What follows belongs to an exercise in optimizing a design on an open flow for small area, a short achievable clock period and few clock cycles per item; a production flow would make more cautious choices.
The RTL was checked by simulation tests, not by an equivalence proof against the original design.
Power and IR drop assume default switching activity.

### design/flow/config.mk
export PLATFORM = sky130hd
export DESIGN_NAME = hb_rx
export DESIGN_NICKNAME = hb_rx
export VERILOG_FILES = /design/flow/design.v
export SDC_FILE = /design/flow/constraint.sdc
export NUM_CORES = 4
export LEC_CHECK = 0
export CAP_MARGIN = 20
export CORE_MARGIN = 2
export CORE_UTILIZATION = 40
export CTS_BUF_LIST = sky130_fd_sc_hd__clkbuf_16
export CTS_CLUSTER_DIAMETER = 80
export CTS_CLUSTER_SIZE = 24
export SLEW_MARGIN = 20
### design/flow/constraint.sdc
create_clock -name core_clock -period 10.0 [get_ports {clk}]
set_input_delay 2.0000 -clock core_clock [delete_from_list [all_inputs] [get_ports {clk}]]
set_output_delay 2.0000 -clock core_clock [all_outputs]
set_load 0.01 [all_outputs]
### design/flow/design.v
module hb_rx (
    input  wire       clk,
    input  wire       rst,         
    input  wire       in_valid,
    output wire       in_ready,
    input  wire [7:0] in_data,
    output wire       ev_valid,
    input  wire       ev_ready,
    output wire [7:0] ev_data
);
    localparam integer PMAX = 242;
    localparam integer RL   = PMAX;         
    localparam [7:0]   RLM  = RL - 1;
    localparam [2:0] P_SEARCH = 3'd0,    
                     P_LINK   = 3'd1,
                     P_LEN    = 3'd2,
                     P_METH   = 3'd3,    
                     P_PATH   = 3'd4,
                     P_SKIP   = 3'd5;    
    localparam [1:0] M_GET = 2'd0, M_POST = 2'd1, M_OTHER = 2'd2;
    localparam [7:0] CH_CR = 8'h0D;
    reg  [7:0] xb;            
    reg        xv;
    reg  [7:0] sb;            
    reg        rdy;           
    wire       sv = !rdy;
    wire       proc;          
    reg  k_plus, k_i, k_p, k_d, k_comma, k_colon, k_dig, k_lf, k_sp;
    reg  k_g, k_e, k_t, k_o, k_s;
    assign in_ready = rdy;
    wire take = in_valid && !sv;
    wire [7:0] nb     = sv ? sb : in_data;
    wire       load_x = sv ? proc : (take && (!xv || proc));
    always @(posedge clk) begin
        if (rst) begin
            xv  <= 1'b0;
            rdy <= 1'b1;
        end else if (sv) begin
            if (proc)
                rdy <= 1'b1;
        end else if (take) begin
            if (!xv || proc)
                xv <= 1'b1;
            else
                rdy <= 1'b0;
        end else if (proc)
            xv <= 1'b0;
        if (take)
            sb <= in_data;
        if (load_x) begin
            xb      <= nb;
            k_plus  <= (nb == "+");
            k_i     <= (nb == "I");
            k_p     <= (nb == "P");
            k_d     <= (nb == "D");
            k_comma <= (nb == ",");
            k_colon <= (nb == ":");
            k_dig   <= (nb >= "0") && (nb <= "9");
            k_lf    <= (nb == 8'h0A);
            k_sp    <= (nb == " ");
            k_g     <= (nb == "G");
            k_e     <= (nb == "E");
            k_t     <= (nb == "T");
            k_o     <= (nb == "O");
            k_s     <= (nb == "S");
        end
    end
    reg [2:0]  pstate;
    reg [8:0]  rx_len;        
    reg [2:0]  mpos;          
    reg [9:0]  link;          
    reg [1:0]  link_n;
    reg [16:0] lenv;          
    reg [2:0]  len_n;
    reg [2:0]  mi;            
    reg        g_ok, p_ok;
    reg [1:0]  method;        
    reg        pend_v;        
    reg [7:0]  pend;
    reg [7:0]  plen;          
    reg [7:0]  plen1;         
    reg        pend_w;        
    reg [7:0]  wslot;         
    reg [7:0]  age;           
    reg [7:0]  tm;            
    reg [7:0]  ring [0:RL-1];
    wire [7:0] tm1    = (tm == RLM) ? 8'd0 : tm + 8'd1;         
    wire [7:0] wslot1 = (wslot == RLM) ? 8'd0 : wslot + 8'd1;   
    wire [7:0] age1   = (age == RLM) ? 8'd0 : age + 8'd1;       
    reg        f_files;       
    reg        f_card;        
    reg        f_qm;          
    reg [3:0]  mk;            
    reg        f_mf;          
    reg [1:0]  js;            
    reg       marker_hit, get_hit, post_hit;
    reg [7:0] files_c, card_c;
    always @(*) begin
        case (mpos)
            3'd0: marker_hit = k_plus;
            3'd1: marker_hit = k_i;
            3'd2: marker_hit = k_p;
            3'd3: marker_hit = k_d;
            default: marker_hit = k_comma;
        endcase
        case (mi)
            3'd0: get_hit = k_g;
            3'd1: get_hit = k_e;
            3'd2: get_hit = k_t;
            3'd3: get_hit = k_sp;
            default: get_hit = 1'b0;
        endcase
        case (mi)
            3'd0: post_hit = k_p;
            3'd1: post_hit = k_o;
            3'd2: post_hit = k_s;
            3'd3: post_hit = k_t;
            default: post_hit = k_sp;
        endcase
        case (plen)
            8'd0: files_c = "/";
            8'd1: files_c = "f";
            8'd2: files_c = "i";
            8'd3: files_c = "l";
            8'd4: files_c = "e";
            default: files_c = "s";
        endcase
        case (plen)
            8'd0: card_c = "/";
            8'd1: card_c = "c";
            8'd2: card_c = "a";
            8'd3: card_c = "r";
            8'd4: card_c = "d";
            8'd5: card_c = "d";
            8'd6: card_c = "a";
            8'd7: card_c = "t";
            default: card_c = "a";
        endcase
    end
    wire [3:0] dval = xb[3:0];
    wire       c_files = f_files && (plen < 8'd6) && (pend == files_c);
    wire       c_card  = f_card  && (plen < 8'd9) && (pend == card_c);
    wire       c_qm    = f_qm || (plen == 8'd1 && f_files && pend == "?");
    wire       mk_hit  = (mk == 4'd0  && pend == "a") || (mk == 4'd1  && pend == "c") ||
                         (mk == 4'd2  && pend == "t") || (mk == 4'd3  && pend == "i") ||
                         (mk == 4'd4  && pend == "o") || (mk == 4'd5  && pend == "n") ||
                         (mk == 4'd6  && pend == "=") || (mk == 4'd7  && pend == "m") ||
                         (mk == 4'd8  && pend == "f") || (mk == 4'd9  && pend == "k") ||
                         (mk == 4'd10 && pend == "e") || (mk == 4'd11 && pend == "y") ||
                         (mk == 4'd12 && pend == "3") || (mk >= 4'd13 && pend == "2");
    wire [3:0] c_mk    = f_mf ? mk : (mk_hit ? mk + 4'd1 : ((pend == "a") ? 4'd1 : 4'd0));
    wire       c_mf    = f_mf || (mk_hit && mk == 4'd13);
    wire [1:0] c_js    = (pend == ".") ? 2'd1 :
                         (js == 2'd1 && pend == "j") ? 2'd2 :
                         (js == 2'd2 && pend == "s") ? 2'd3 : 2'd0;
    wire [7:0] c_plen  = plen1;
    wire       fin_add   = (pstate == P_PATH) && pend_v && (pend != CH_CR);
    wire [7:0] fin_plen  = fin_add ? c_plen : plen;
    wire       r_fi = fin_add ? c_files : f_files;
    wire       r_ca = fin_add ? c_card  : f_card;
    wire       r_qm = fin_add ? c_qm    : f_qm;
    wire       r_mf = fin_add ? c_mf    : f_mf;
    wire [1:0] r_js = fin_add ? c_js    : js;
    wire [2:0] fin_route =
        (method == M_OTHER)                         ? 3'd0 :
        (r_fi && fin_plen == 8'd6)                  ? 3'd1 :    
        (r_js == 2'd3)                              ? 3'd2 :    
        r_mf                                        ? 3'd3 :    
        ((r_fi && fin_plen == 8'd1) || r_qm)        ? 3'd4 :    
        (r_ca && fin_plen == 8'd9)                  ? 3'd5 :    
                                                      3'd0;     
    wire [16:0] la = {lenv[13:0], 3'b000};
    wire [16:0] lb = {lenv[15:0], 1'b0};
    wire [16:0] lc = {13'd0, dval};
    wire [16:0] ls = la ^ lb ^ lc;
    wire [16:0] lk = {(la[15:0] & lb[15:0]) | (la[15:0] & lc[15:0]) | (lb[15:0] & lc[15:0]), 1'b0};
    wire [16:0] kg0 = ls & lk;
    wire [16:0] kp0 = ls ^ lk;
    wire [16:0] kg1 = kg0 | (kp0 & {kg0[15:0], 1'b0});
    wire [16:0] kp1 = kp0 & {kp0[15:0], 1'b0};
    wire [16:0] kg2 = kg1 | (kp1 & {kg1[14:0], 2'b0});
    wire [16:0] kp2 = kp1 & {kp1[14:0], 2'b0};
    wire [16:0] kg3 = kg2 | (kp2 & {kg2[12:0], 4'b0});
    wire [16:0] kp3 = kp2 & {kp2[12:0], 4'b0};
    wire [16:0] kg4 = kg3 | (kp3 & {kg3[8:0], 8'b0});
    wire [16:0] kp4 = kp3 & {kp3[8:0], 8'b0};
    wire [16:0] kg5 = kg4 | (kp4 & {kg4[0], 16'b0});
    wire [16:0] len_x10 = kp0 ^ {kg5[15:0], 1'b0};
    wire ovf = rx_len[8];      
    wire link_dig = k_dig && link_n != 2'd3;
    wire link_end = k_comma && link_n != 2'd0 && link[9:8] == 2'd0;
    wire len_dig  = k_dig && len_n != 3'd5;
    wire len_end  = k_colon && len_n != 3'd0;
    wire ev_mal = (pstate == P_LINK && !link_dig && !link_end) ||
                  (pstate == P_LEN  && !len_dig  && !len_end);
    wire ev_fin = k_lf && (pstate == P_METH || pstate == P_PATH || pstate == P_SKIP);
    wire ev_new = ovf || ev_mal || ev_fin;
    wire ev_drp = ovf || ev_mal;
    reg        ev_v;          
    reg        ev_vr;         
    reg [7:0]  ev_b;
    reg [7:0]  ev_o;          
    reg [7:0]  ecnt;          
    reg        e_drop;
    reg        e_reason;
    reg [2:0]  e_route;
    reg [7:0]  e_plen;
    reg [7:0]  e_lasti;       
    reg [7:0]  rq;            
    reg        qv;            
    reg [15:0] rlo;           
    reg [3:0]  rmid;          
    reg [1:0]  rhi;           
    reg  [7:0] rdist, rrem;
    wire hazard = ev_v && !e_drop && (rdist < rrem);
    wire we     = pend_v && !pend_w && (tm == wslot) && !hazard;
    wire hold_hdr = ev_v && !e_drop &&
                    ((pstate == P_LINK && ecnt == 8'd0) ||
                     ((pstate == P_LEN || pstate == P_METH) && ecnt <= 8'd5));
    wire stall = (ev_new && ev_v) || ((pstate == P_PATH) && pend_v && !pend_w && !we) || hold_hdr;
    assign proc = xv && !stall;
    wire launch = proc && ev_new;
    integer w;
    always @(posedge clk) begin
        tm <= rst ? 8'd0 : tm1;
        ring[0] <= we ? pend : ring[RL - 1];
        for (w = 1; w < RL; w = w + 1)
            ring[w] <= ring[w - 1];
    end
    wire new_pb = proc && !ovf && pstate == P_PATH && !k_lf && !k_sp;
    always @(posedge clk) begin
        if (we)
            pend_w <= 1'b1;
        if (new_pb) begin
            pend_w <= 1'b0;
            wslot  <= pend_v ? wslot1 : tm1;
        end
        age <= (new_pb && !pend_v) ? 8'd0 : age1;
    end
    always @(posedge clk) begin
        if (rst) begin
            pstate <= P_SEARCH;
            rx_len <= 9'd0;
            mpos   <= 3'd0;
        end else if (proc) begin
            if (ovf) begin
                rx_len <= 9'd1;
                pstate <= P_SEARCH;
                mpos   <= k_plus ? 3'd1 : 3'd0;
            end else begin
                rx_len <= rx_len + 9'd1;
                case (pstate)
                    P_SEARCH: begin
                        if (marker_hit) begin
                            if (mpos == 3'd4) begin
                                pstate <= P_LINK;
                                link_n <= 2'd0;
                                mpos   <= 3'd0;
                            end else
                                mpos <= mpos + 3'd1;
                        end else
                            mpos <= k_plus ? 3'd1 : 3'd0;
                    end
                    P_LINK: begin
                        if (link_dig) begin
                            link   <= (link_n == 2'd0) ? {6'd0, dval}
                                                       : link * 10'd10 + {6'd0, dval};
                            link_n <= link_n + 2'd1;
                        end else if (link_end) begin
                            pstate <= P_LEN;
                            len_n  <= 3'd0;
                        end else begin
                            rx_len <= 9'd0;
                            pstate <= P_SEARCH;
                        end
                    end
                    P_LEN: begin
                        if (len_dig) begin
                            lenv  <= (len_n == 3'd0) ? {13'd0, dval} : len_x10;
                            len_n <= len_n + 3'd1;
                        end else if (len_end) begin
                            pstate  <= P_METH;
                            mi      <= 3'd0;
                            g_ok    <= 1'b1;
                            p_ok    <= 1'b1;
                            method  <= M_OTHER;
                            pend_v  <= 1'b0;
                            plen    <= 8'd0;
                            plen1   <= 8'd1;
                            js      <= 2'd0;
                            f_files <= 1'b1;
                            f_card  <= 1'b1;
                            f_qm    <= 1'b0;
                            mk      <= 4'd0;
                            f_mf    <= 1'b0;
                        end else begin
                            rx_len <= 9'd0;
                            pstate <= P_SEARCH;
                        end
                    end
                    P_METH: begin
                        if (k_lf) begin
                            rx_len <= 9'd0;
                            pstate <= P_SEARCH;
                        end else begin
                            mi   <= mi + 3'd1;
                            g_ok <= g_ok && get_hit;
                            p_ok <= p_ok && post_hit;
                            if (g_ok && mi == 3'd3 && k_sp) begin
                                method <= M_GET;
                                pstate <= P_PATH;
                            end else if (p_ok && mi == 3'd4 && k_sp) begin
                                method <= M_POST;
                                pstate <= P_PATH;
                            end else if (!(g_ok && get_hit) && !(p_ok && post_hit))
                                pstate <= P_SKIP;
                        end
                    end
                    P_PATH: begin
                        if (k_lf) begin
                            rx_len <= 9'd0;
                            pstate <= P_SEARCH;
                        end else begin
                            if (pend_v) begin
                                plen    <= c_plen;
                                plen1   <= plen1 + 8'd1;
                                f_files <= c_files;
                                f_card  <= c_card;
                                f_qm    <= c_qm;
                                mk      <= c_mk;
                                f_mf    <= c_mf;
                                js      <= c_js;
                            end
                            if (k_sp) begin
                                pend_v <= 1'b0;
                                pstate <= P_SKIP;
                            end else begin
                                pend_v <= 1'b1;
                                pend   <= xb;
                            end
                        end
                    end
                    P_SKIP: begin
                        if (k_lf) begin
                            rx_len <= 9'd0;
                            pstate <= P_SEARCH;
                        end
                    end
                    default: pstate <= P_SEARCH;
                endcase
            end
        end
    end
    wire e_last = (ecnt == e_lasti);
    reg [7:0] e_byte;         
    always @(*) begin
        if (e_drop)
            e_byte = {7'd0, e_reason};
        else begin
            case (ecnt)
                8'd0: e_byte = link[7:0];
                8'd1: e_byte = lenv[7:0];
                8'd2: e_byte = lenv[15:8];
                8'd3: e_byte = {7'd0, lenv[16]};
                8'd4: e_byte = 8'd0;
                8'd5: e_byte = {6'd0, method};
                8'd6: e_byte = {5'd0, e_route};
                8'd7: e_byte = e_plen;
                8'd8: e_byte = 8'd0;
                default: e_byte = rq;
            endcase
        end
    end
    reg [7:0] rsel;
    integer j;
    always @(*) begin
        rsel = 8'd0;
        for (j = 0; j < 48; j = j + 1)
            rsel = rsel | (ring[j] & {8{rlo[j % 16] && rmid[j / 16]}});
    end
    wire [7:0] f0     = age;               
    wire [7:0] f01    = age1;
    wire [7:0] rdist1 = (rdist == RLM) ? 8'd0 : rdist + 8'd1;
    wire       e_free = !ev_vr || ev_ready;
    wire       e_path = !e_drop && (ecnt >= 8'd9);
    wire       e_load = e_free && !e_last && (!e_path || qv);
    wire       e_take = e_load && e_path;
    wire       fetch  = ev_v && !e_drop && (rrem != 8'd0) && (rhi == 2'd0) && !rmid[3] && (!qv || e_take);
    integer g;
    always @(posedge clk) begin
        if (rst) begin
            ev_v  <= 1'b0;
            ev_vr <= 1'b0;
        end else if (!ev_v) begin
            ev_v  <= launch;
            ev_vr <= launch;
        end else if (e_free) begin
            if (e_last) begin
                ev_v  <= 1'b0;
                ev_vr <= 1'b0;
            end else
                ev_vr <= !e_path || qv;
        end
    end
    always @(posedge clk) begin
        if (!ev_v) begin
            ev_b     <= ev_drp ? 8'h83 : 8'h82;
            ecnt     <= 8'd0;
            e_drop   <= ev_drp;
            e_reason <= ovf;
            e_route  <= fin_route;
            e_plen   <= fin_plen;
            e_lasti  <= 8'd255;
            qv       <= 1'b0;
            rrem     <= fin_plen;
            rdist    <= f01;
            for (g = 0; g < 16; g = g + 1)
                rlo[g] <= (f0[3:0] == g);
            for (g = 0; g < 4; g = g + 1)
                rmid[g] <= (f0[5:4] == g);
            rhi      <= f0[7:6];
        end else begin
            if (ecnt == 8'd0)
                e_lasti <= e_drop ? 8'd1 : e_plen + 8'd9;
            if (e_load) begin
                ecnt <= ecnt + 8'd1;
                ev_b <= e_byte;
            end
            if (fetch) begin
                rq   <= rsel;
                qv   <= 1'b1;
                rrem <= rrem - 8'd1;
            end else begin
                if (e_take)
                    qv <= 1'b0;
                rdist <= rdist1;
                if (rdist == 8'd0) begin
                    rlo  <= 16'd1;
                    rmid <= 4'd1;
                    rhi  <= 2'd0;
                end else begin
                    rlo <= {rlo[14:0], rlo[15]};
                    if (rlo[15]) begin
                        rmid <= {rmid[2:0], rmid[3]};
                        if (rmid[3])
                            rhi <= rhi + 2'd1;
                    end
                end
            end
        end
    end
    always @(posedge clk) begin
        if (!ev_v)
            ev_o <= ev_drp ? 8'h83 : 8'h82;
        else if (e_free && e_last)
            ev_o <= 8'h00;
        else if (e_load)
            ev_o <= e_byte;
        else
            ev_o <= ev_b;
    end
    assign ev_valid = ev_vr;
    assign ev_data  = ev_o;
endmodule
### design/flow/flow/run.sh
#!/bin/bash
set -euo pipefail
cd "$(dirname "$0")/.."
bash standard.sh finish SETUP_SLACK_MARGIN=6.8 TNS_END_PERCENT=100 \
    "BUFFER_PORTS_ARGS=-buffer_cell sky130_fd_sc_hd__buf_4" > flow_make.log 2>&1
### design/flow/standard.sh
#!/bin/bash
# synth_recipe.tcl (not shown) runs the flow's synth.tcl, then flattens the netlist and writes it again
# the make line also repeats each setting of config.mk as NAME=value (left out here)
make -C /OpenROAD-flow-scripts/flow DESIGN_CONFIG=/design/flow/config.mk WORK_HOME=/design/flow/orfs CLKGATE_MAP_FILE= SYNTH_SCRIPT=/design/flow/synth_recipe.tcl "${@:-finish}"
==> impl_metrics.ini, run 1 <==
[outcome]
outcome = timing/DRC/antenna clean

[floorplan]
core-area_um2 = 137000
rows = 136
die_y_um = 376
dieArea_um2 = 141000
ios = 22
die_w_um = 376
initial_utilization_pct = 40.2

[sta]
slew-limit-headroom_pct = 36.6
setup_tns_ns = 0
fin_crit_ns = 3.25
setup_ws_ns = 6.75
hold_violations = 0
rsz0062_at_grt = yes
drv_slew = 0
fin_skew_ns = 0.0467
min_period_over_period_pct = 32.5
finalSetupViolCount = 0
tightest_slew_ns = 0.943
max_clock_freq_mhz = 308

[clock_tree]
clock_latency_ns = 0.74
cts_sinks = 2182
cts_tree = yes
cts_buffers = 102
path_clk_slew_ns = 0.09
clk_path_buf_depth = 3
cts_hold_buf = 0
cts-root-buf = clkbuf_16
htree_levels = 3

[setup_path]
cp-end-kind = output pin
worstSetupPathType = reg -> out
required_ns = 8.00
path_cells = buf_6
startpoint_type = flip-flop
cp.arrival_ns = 1.25
cp_num_buf_inv = 1
path_max_fanout = 1
r2r_slack_ns = 6.85
cp_top_family = flip-flops
crit_slowest_cell = dfxtp_4
critPathMaxStageDelay_ns = 0.39

[layout]
final_cells = 5539
final_util_pct = 44.3
areaGrowthSynthToFinish_pct = 10.1
layout_commonest_cell = dfxtp_1
drive_gt1_share_pct = 7.61
num-fill-cells = 12200
nNetsFinal = 3827
mostFrequentLayoutCells = dfxtp_1, edfxtp_1, nor2_1

[hold_path]
min-delay-path-class = reg -> reg

[power_and_ir_drop]
ir_drop_mv = 0.266
p_per_area_nw_per_um2 = 228
p_leak_nw = 23.4
total_power_mw = 13.9

[synth]
post_synth.cell_area_avg_um2 = 15.2
synth_top_area_share_pct = 72.8
synthCells = 3646
ys_async_sr_fraction_pct = 0
ys_top_cells_by_area = dfxtp_1, edfxtp_1, ha_1, a22oi_1, a22o_1
yosys.cell_types.count = 93
ys_ff_latch = 2182
yosys_warnings = 2
synth_edf_count = 171
yosysTopAreaCell = dfxtp_1
seq_area_frac_synth_pct = 82.1
post_synth_instance_area_um2 = 55300
synthFlopType = dfxtp_1
synth_nets = 3752

[global_routing]
grt_pass1_wl_um = 141000
first_global_vias = 25500
grt_max_degree = 50
grt_overflow_total = 0
antenna_found_initial = 2
grt_use_total_pct = 12.4

[placed_design]
routabilityCongestion = 0.804
portBuffers = 21
dp_cells = 5384
preCtsSetupSlack_ns = 5.96
dp_hpwl_um = 52500

[drt]
wire_per_inst_um = 16.0
drc = 0
wl_um = 88700
drt_iter0_markers = 2079
dr_total_vias = 26000
drt_first_pass_iters = 8
drtAntennaViolNets = 0
viasPerCell = 4.68

[run]
drv_cap = 0
## flip-flops by register name, summed over array words and instances, names as in the netlist, 9 cells and up, named ones only
name and cells:
rx_len 9, rlo 16, ring 1936, link 10, lenv 17
## routing by layer
layer / vias to the layer above / wire length (um) / global-route usage (%)
li1: 12600 / - / -
met4: 2 / 2040 / 3.63
met1: 12600 / 44400 / 18.1
met3: 148 / 5230 / 2.90
met2: 550 / 36900 / 18.3
met5: - / 10 / 0
## cells in the mapped netlist (6+ instances only)
library cell / count
and2_1: 14
nand2b_1: 28
nand3b_1: 6
nor2_1: 134
nor4_1: 11
or4_1: 6
xor2_1: 38
nor3_1: 40
a21oi_1: 63
a221oi_1: 37
mux2_2: 16
edfxtp_1: 171
a31oi_1: 12
nand2_1: 122
xnor2_1: 52
o2111ai_1: 6
nand4_1: 42
a22oi_1: 101
o21ai_0: 39
o311ai_0: 6
and3_1: 29
inv_1: 81
mux2i_1: 22
clkbuf_1: 80
o22ai_1: 20
or2_2: 6
dfxtp_1: 2011
a22o_1: 81
buf_1: 9
nor2b_1: 18
a222oi_1: 28
nand3_1: 64
nor3b_1: 9
buf_2: 6
o31ai_1: 6
a21o_1: 10
a211oi_1: 15
ha_1: 90
## layout make-up
class	instances	area [um2]	area share, %
Antenna cell	1	2.50	0.00411
Clock buffer	103	2580	4.24
Clock inverter	24	265	0.436
Inverter	82	312	0.512
Multi-Input combinational cell	1282	9380	15.4
Sequential cell	2182	45400	74.7
Tap cell	1794	2240	3.69
Timing Repair Buffer	71	622	1.02
## power breakdown
group | switching (mW) | total (mW) | internal, mW
registers | 0.0777 | 8.94 | 8.86
logic | 0.349 | 0.486 | 0.137
clock network | 2.55 | 4.44 | 1.89
total | 2.97 | 13.9 | 10.9
## logic make-up after synthesis
kind of cell / share of synthesized area [%]
adders and majority gates: 2.18
muxes: 0.779
DFF: 82.1
buffers and inverters: 1.35
and+or+nand+nor: 5.30
xor gates and xnor gates: 1.43
AOI/OAI and AO/OA: 6.84
## final timing paths
check / from / endpoint / depth (start not counted)
worst min-delay path: ring[229][4] / ring[230][4] / 0
worst min register to register: ring[229][4] / ring[230][4] / 0
worst max register to register: xb[3] / lenv[14] / 9
worst max-delay path: ev_o[1] / ev_data[1] / 1
## timing repair
item	4_1_cts	5_1_grt
endpoints found under the setup margin	135	135
gates resized for setup	44	19
gates cloned	2	2
setup buffers	17	6
pin swaps	6	9
## per-stage QoR
stage	cell area, um2	hold slack, ns
floorplan	55400	0.310
global placement	57500	0.310
detailed placement	57500	0.312
CTS	60700	0.302
global route	60800	0.304
finish	60800	0.303
Testbench counts, summed over its fixed seeds: cycles 26,059, items 480.
==> run 2: changes to the inputs <==
--- a/design/flow/config.mk
+++ b/design/flow/config.mk
@@ -8,7 +8,6 @@
 export CAP_MARGIN = 20
 export CORE_MARGIN = 2
 export CORE_UTILIZATION = 40
-export CTS_BUF_LIST = sky130_fd_sc_hd__clkbuf_16
 export CTS_CLUSTER_DIAMETER = 80
 export CTS_CLUSTER_SIZE = 24
 export SLEW_MARGIN = 20
==> impl_metrics.ini, run 2 <==
[floorplan]
initial_utilization_pct = 40.2
die_w_um = 376
core-area_um2 = 137000
dieArea_um2 = 141000
rows = 136
die_y_um = 376
ios = 22

[clock_tree]
cts_sinks = 2182
cts_tree = yes
clk_path_buf_depth = 3
cts-root-buf = clkbuf_16
clock_latency_ns = 0.74
cts_hold_buf = 0
path_clk_slew_ns = 0.09
cts_buffers = 102
htree_levels = 3

[sta]
setup_ws_ns = 6.75
slew-limit-headroom_pct = 34.7
fin_crit_ns = 3.25
hold_violations = 0
rsz0062_at_grt = yes
tightest_slew_ns = 0.977
setup_tns_ns = 0
min_period_over_period_pct = 32.5
max_clock_freq_mhz = 308
finalSetupViolCount = 0
fin_skew_ns = 0.0452
drv_slew = 0

[synth]
post_synth.cell_area_avg_um2 = 15.2
ys_top_cells_by_area = dfxtp_1, edfxtp_1, ha_1, a22oi_1, a22o_1
seq_area_frac_synth_pct = 82.1
yosysMostFrequentCell = dfxtp_1
ys_async_sr_fraction_pct = 0
synthTopCellsByCount = dfxtp_1, edfxtp_1, nor2_1, nand2_1, a22oi_1
yosys_warnings = 2
synthFlopType = dfxtp_1
synth_nets = 3752
ys_ff_latch = 2182
synth_top_area_share_pct = 72.8
yosysTopAreaCell = dfxtp_1
synthCells = 3646
synth_edf_count = 171
yosys.cell_types.count = 93
post_synth_instance_area_um2 = 55300

[setup_path]
crit_slowest_cell = dfxtp_4
path_cells = buf_6
cp-end-kind = output pin
path_max_fanout = 1
cp_num_buf_inv = 1
cp.arrival_ns = 1.25
startpoint_type = flip-flop
worstSetupPathType = reg -> out
cp_top_family = flip-flops
required_ns = 8.00
critPathMaxStageDelay_ns = 0.39

[drt]
drt_first_pass_iters = 5
wire_per_inst_um = 16.0
drt_iter0_markers = 2109
drtAntennaViolNets = 0
drc = 0
wl_um = 88700
dr_total_vias = 25900
viasPerCell = 4.68

[layout]
regMostFlops = ring
mostFrequentLayoutCells = dfxtp_1, edfxtp_1, nor2_1
layout_commonest_cell = dfxtp_1
largest_reg_flops = 1936
drive_gt1_share_pct = 7.61
num-fill-cells = 12200
seq_area_um2 = 45400
areaGrowthSynthToFinish_pct = 10.1
diodes = 0
top_regs = ring (1936), lenv (17), rlo (16)
final_util_pct = 44.3
nNetsFinal = 3827
multi_input_area_um2 = 9390

[global_routing]
grt_overflow_total = 0
grt_pass1_wl_um = 141000
grt_use_total_pct = 12.4
grt_max_degree = 50
antenna_found_initial = 2
first_global_vias = 25500

[placed_design]
dp_hpwl_um = 52500
preCtsSetupSlack_ns = 5.96
portBuffers = 21
routabilityCongestion = 0.804

[outcome]
outcome = timing/DRC/antenna clean

[run]
drv_cap = 0

[power_and_ir_drop]
p_leak_nw = 23.4
ir_drop_mv = 0.266
p_per_area_nw_per_um2 = 228
total_power_mw = 13.9

[hold_path]
min-delay-path-class = reg -> reg
-- run 2: kinds of logic (layout without fill, tap and decap cells) --
logic type / Yosys count / after routing / share of synthesized area, %
flops: 2182 / 2182 / 82.1
simple gates: 563 / 565 / 5.30
compound gates: 492 / 493 / 6.84
buf+inv: 185 / 280 / 1.35
fa+ha+maj: 94 / 94 / 2.18
xor+xnor: 90 / 90 / 1.43
mux: 40 / 40 / 0.779
-- run 2: repair_timing --
| action | CTS | global route |
|---|---|---|
| pin swaps | 6 | 9 |
| gates resized for setup | 43 | 21 |
| buffers inserted | 17 | 6 |
| endpoints found under the setup margin | 135 | 135 |
| gates cloned | 2 | 2 |
-- run 2: metal layers --
metal	part of all wire [%]	wire, um	global-route usage (%)	up-vias
li1	-	-	-	12600
met4	2.3	2040	3.63	2
met3	5.7	5040	2.90	150
met5	0.011	10	0	-
met2	42	37100	18.3	515
met1	50	44500	18.1	12600
-- run 2: layout make-up --
cell class              instances  share of cell area [%]
multi-input cells            1282                    15.4
well taps                    1794                    3.69
repair buffers                 71                    1.02
flip-flops and latches       2182                    74.7
inverters                      82                   0.512
clock buffers                 115                    4.31
clock inverters                12                   0.362
-- run 2: path summary, 6_finish.rpt --
kind              slack [ns]            to         start  depth (start not counted)
setup / recovery        6.75    ev_data[1]       ev_o[1]                          1
hold / removal          0.30  ring[230][4]  ring[229][4]                          0
setup reg to reg        6.84      lenv[14]         xb[3]                          9
hold reg to reg         0.30  ring[230][4]  ring[229][4]                          0
-- run 2: power by group --
part | internal [mW] | leakage, nW | total (mW) | switching (mW)
registers | 8.86 | 17.9 | 8.94 | 0.0780
logic | 0.137 | 4.08 | 0.489 | 0.352
clock network | 1.91 | 1.38 | 4.45 | 2.55
total | 10.9 | 23.4 | 13.9 | 2.98
-- run 2: metrics by stage --
step | instance area, um2 | hold WS (ns) | std cells
final | 60800 | 0.303 | 5538
after global routing | 60800 | 0.304 | 5538
after CTS | 60700 | 0.302 | 5530
after detailed placement | 57500 | 0.312 | 5384
after global placement | 57500 | 0.310 | 5384
after floorplan | 55400 | 0.310 | 3646
==> run 3: changes to the inputs <==
--- a/design/flow/config.mk
+++ b/design/flow/config.mk
@@ -9,5 +9,5 @@
 export CORE_MARGIN = 2
 export CORE_UTILIZATION = 40
 export CTS_CLUSTER_DIAMETER = 80
-export CTS_CLUSTER_SIZE = 24
+export CTS_CLUSTER_SIZE = 28
 export SLEW_MARGIN = 20
==> impl_metrics.ini, run 3 <==
[outcome]
outcome = timing/DRC/antenna clean

[setup_path]
path_max_fanout = 1
r2r_end = lenv[14]
cp_top_family = flip-flops
path_cells = buf_6
r2r-start = xb[3]
ff2ff_path_depth = 9
cp_num_buf_inv = 1
worstSetupPathType = reg -> out
cp.arrival_ns = 1.24
required_ns = 8.00
cp-end-kind = output pin
crit_slowest_cell = dfxtp_4
critPathMaxStageDelay_ns = 0.38
startpoint = ev_o[5]
r2r_slack_ns = 6.86
startpoint_type = flip-flop

[drt]
wl_um = 88400
drt_first_pass_iters = 6
wire_per_inst_um = 16.0
drtAntennaViolNets = 0
dr_total_vias = 25700
viasPerCell = 4.66
drt_iter0_markers = 2167
drc = 0

[layout]
mostFrequentLayoutCells = dfxtp_1, edfxtp_1, nor2_1
final_util_pct = 44.2
drive_gt1_share_pct = 7.34
largest_reg_flops = 1936
layout_commonest_cell = dfxtp_1
areaGrowthSynthToFinish_pct = 9.77
top_regs = ring (1936), lenv (17), rlo (16)
nNetsFinal = 3815
final_cells = 5529
design_area_um2 = 60700
diodes = 0
regMostFlops = ring

[floorplan]
core-area_um2 = 137000
rows = 136
initial_utilization_pct = 40.2
die_y_um = 376
die_w_um = 376
ios = 22
dieArea_um2 = 141000

[synth]
synthTopCellsByCount = dfxtp_1, edfxtp_1, nor2_1, nand2_1, a22oi_1
seq_area_frac_synth_pct = 82.1
ys_top_cells_by_area = dfxtp_1, edfxtp_1, ha_1, a22oi_1, a22o_1
yosysMostFrequentCell = dfxtp_1
ys_ff_latch = 2182
post_synth_instance_area_um2 = 55300
synth_edf_count = 171
post_synth.cell_area_avg_um2 = 15.2
synthFlopType = dfxtp_1
yosys.cell_types.count = 93
synthCells = 3646
yosysTopAreaCell = dfxtp_1
synth_nets = 3752
synth_top_area_share_pct = 72.8
yosys_warnings = 2
ys_async_sr_fraction_pct = 0

[sta]
min_period_over_period_pct = 32.4
whs_ns = 0.304
tightest_slew_ns = 1.04
fin_crit_ns = 3.24
max_clock_freq_mhz = 309
setup_ws_ns = 6.76
finalSetupViolCount = 0
hold_violations = 0
slew-limit-headroom_pct = 30.4
fin_skew_ns = 0.0448
rsz0062_at_grt = yes
setup_tns_ns = 0
drv_slew = 0

[global_routing]
first_global_vias = 25400
grt_max_degree = 50
grt_pass1_wl_um = 140000
grt_overflow_total = 0
antenna_found_initial = 2
grt_use_total_pct = 12.4

[power_and_ir_drop]
total_power_mw = 13.8
ir_drop_mv = 0.162
p_per_area_nw_per_um2 = 227
p_leak_nw = 23.3

[placed_design]
routabilityCongestion = 0.804
dp_cells = 5384
portBuffers = 21
preCtsSetupSlack_ns = 5.96
dp_hpwl_um = 52500
dpl_cell_area_um2 = 57500

[clock_tree]
htree_levels = 3
clk_path_buf_depth = 3
cts_tree = yes
cts-root-buf = clkbuf_16
clock_latency_ns = 0.75
cts_buffers = 91
cts_hold_buf = 0
cts_sinks = 2182
path_clk_slew_ns = 0.11

[hold_path]
min-delay-path-class = reg -> reg
hold_depth = 0
hold_end = ring[216][6]
worstHoldStart = ring[215][6]

[run]
drv_cap = 0
## run 3: changes by cell type in the layout (fill, tap and decap cells not counted), sizes merged
cell	before	now
buf	71	70
bufinv	1	2
clkbuf	115	103
clkinv	6	7
clkinvlp	1	2
inv	86	87
## run 3: cells by family after synthesis
group                    share of synthesized area, %
flip-flops                                       82.1
AND/OR/NAND/NOR                                  5.30
XOR/XNOR                                         1.43
buffers and inverters                            1.35
AO/OA/AOI/OAI                                    6.84
adder cells (fa/ha/maj)                          2.18
multiplexers                                    0.779
## run 3: final cells by class
type / count / area, um2
multi-input combinational: 1282 / 9370
tap: 1794 / 2240
sequential: 2182 / 45400
fill: 12200 / 76700
inverter: 82 / 312
timing repair buffer: 70 / 614
clock inverter: 16 / 324
clock buffer: 103 / 2390
## run 3: routing by layer
layer | GRT usage (%) | vias to the layer above | share of wire, %
li1 | - | 12600 | -
met1 | 18.0 | 12500 | 50
met2 | 18.3 | 480 | 42
met3 | 2.84 | 140 | 5.5
met4 | 3.66 | 2 | 2.3
met5 | 0 | - | 0.011
## run 3: power breakdown
group          total, mW  switching [mW]  internal, mW
sequential          8.94          0.0780          8.86
clock               4.36            2.55          1.81
combinational      0.488           0.351         0.137
## run 3: worst max path at each step
stage | endpoint | cells after the start
3_5_place_dp | lenv[13] | 4
4_1_cts | in_ready | 1
5_1_grt | in_ready | 1
6_report | ev_data[5] | 1
2_1_floorplan | rhi[0] | 7
3_3_place_gp | lenv[12] | 4
## run 3: what timing repair did
action / CTS / global route
endpoints found under the setup margin: 134 / 157
gates cloned: 1 / 3
endpoints found under the hold margin: 0 / 0
buffers inserted: 16 / 6
pin swaps: 6 / 10
gates resized for setup: 40 / 18

[separate check: timing with driven ports]
How much do the figures lean on ideal ports? The routed layouts below were timed once more, with nothing changed but the port constraints.
Step 1 sets driving cells, clkbuf_16 on the clock port and buf_2 on the other inputs (assumed; they add their load-dependent delay and slew).
Step 2 also shifts input and output timing later by t, the mid clock arrival at the registers, as if the neighbouring blocks saw the same clock.
a / b / c = ideal ports / drivers / drivers and shift; a / b = the first two.
run	t (ns)	setup WS [ns]	hold slack, ns	worst register clock-pin slew, ns	worst data-port slew with drivers (ns)
run 1	0.791	6.755 / 6.685 / 6.441	0.303 / 0.303 / 0.303	0.10 / 0.10	0.05
run 2	0.792	6.755 / 6.685 / 6.432	0.303 / 0.303 / 0.303	0.10 / 0.10	0.05
run 3	0.795	6.761 / 6.691 / 6.470	0.304 / 0.304 / 0.304	0.11 / 0.11	0.05
After both steps setup and hold are still met in every run listed. For run 2, which loses most, drivers alone change the setup slack by -0.070 ns; drivers and shift together by -0.323 ns.
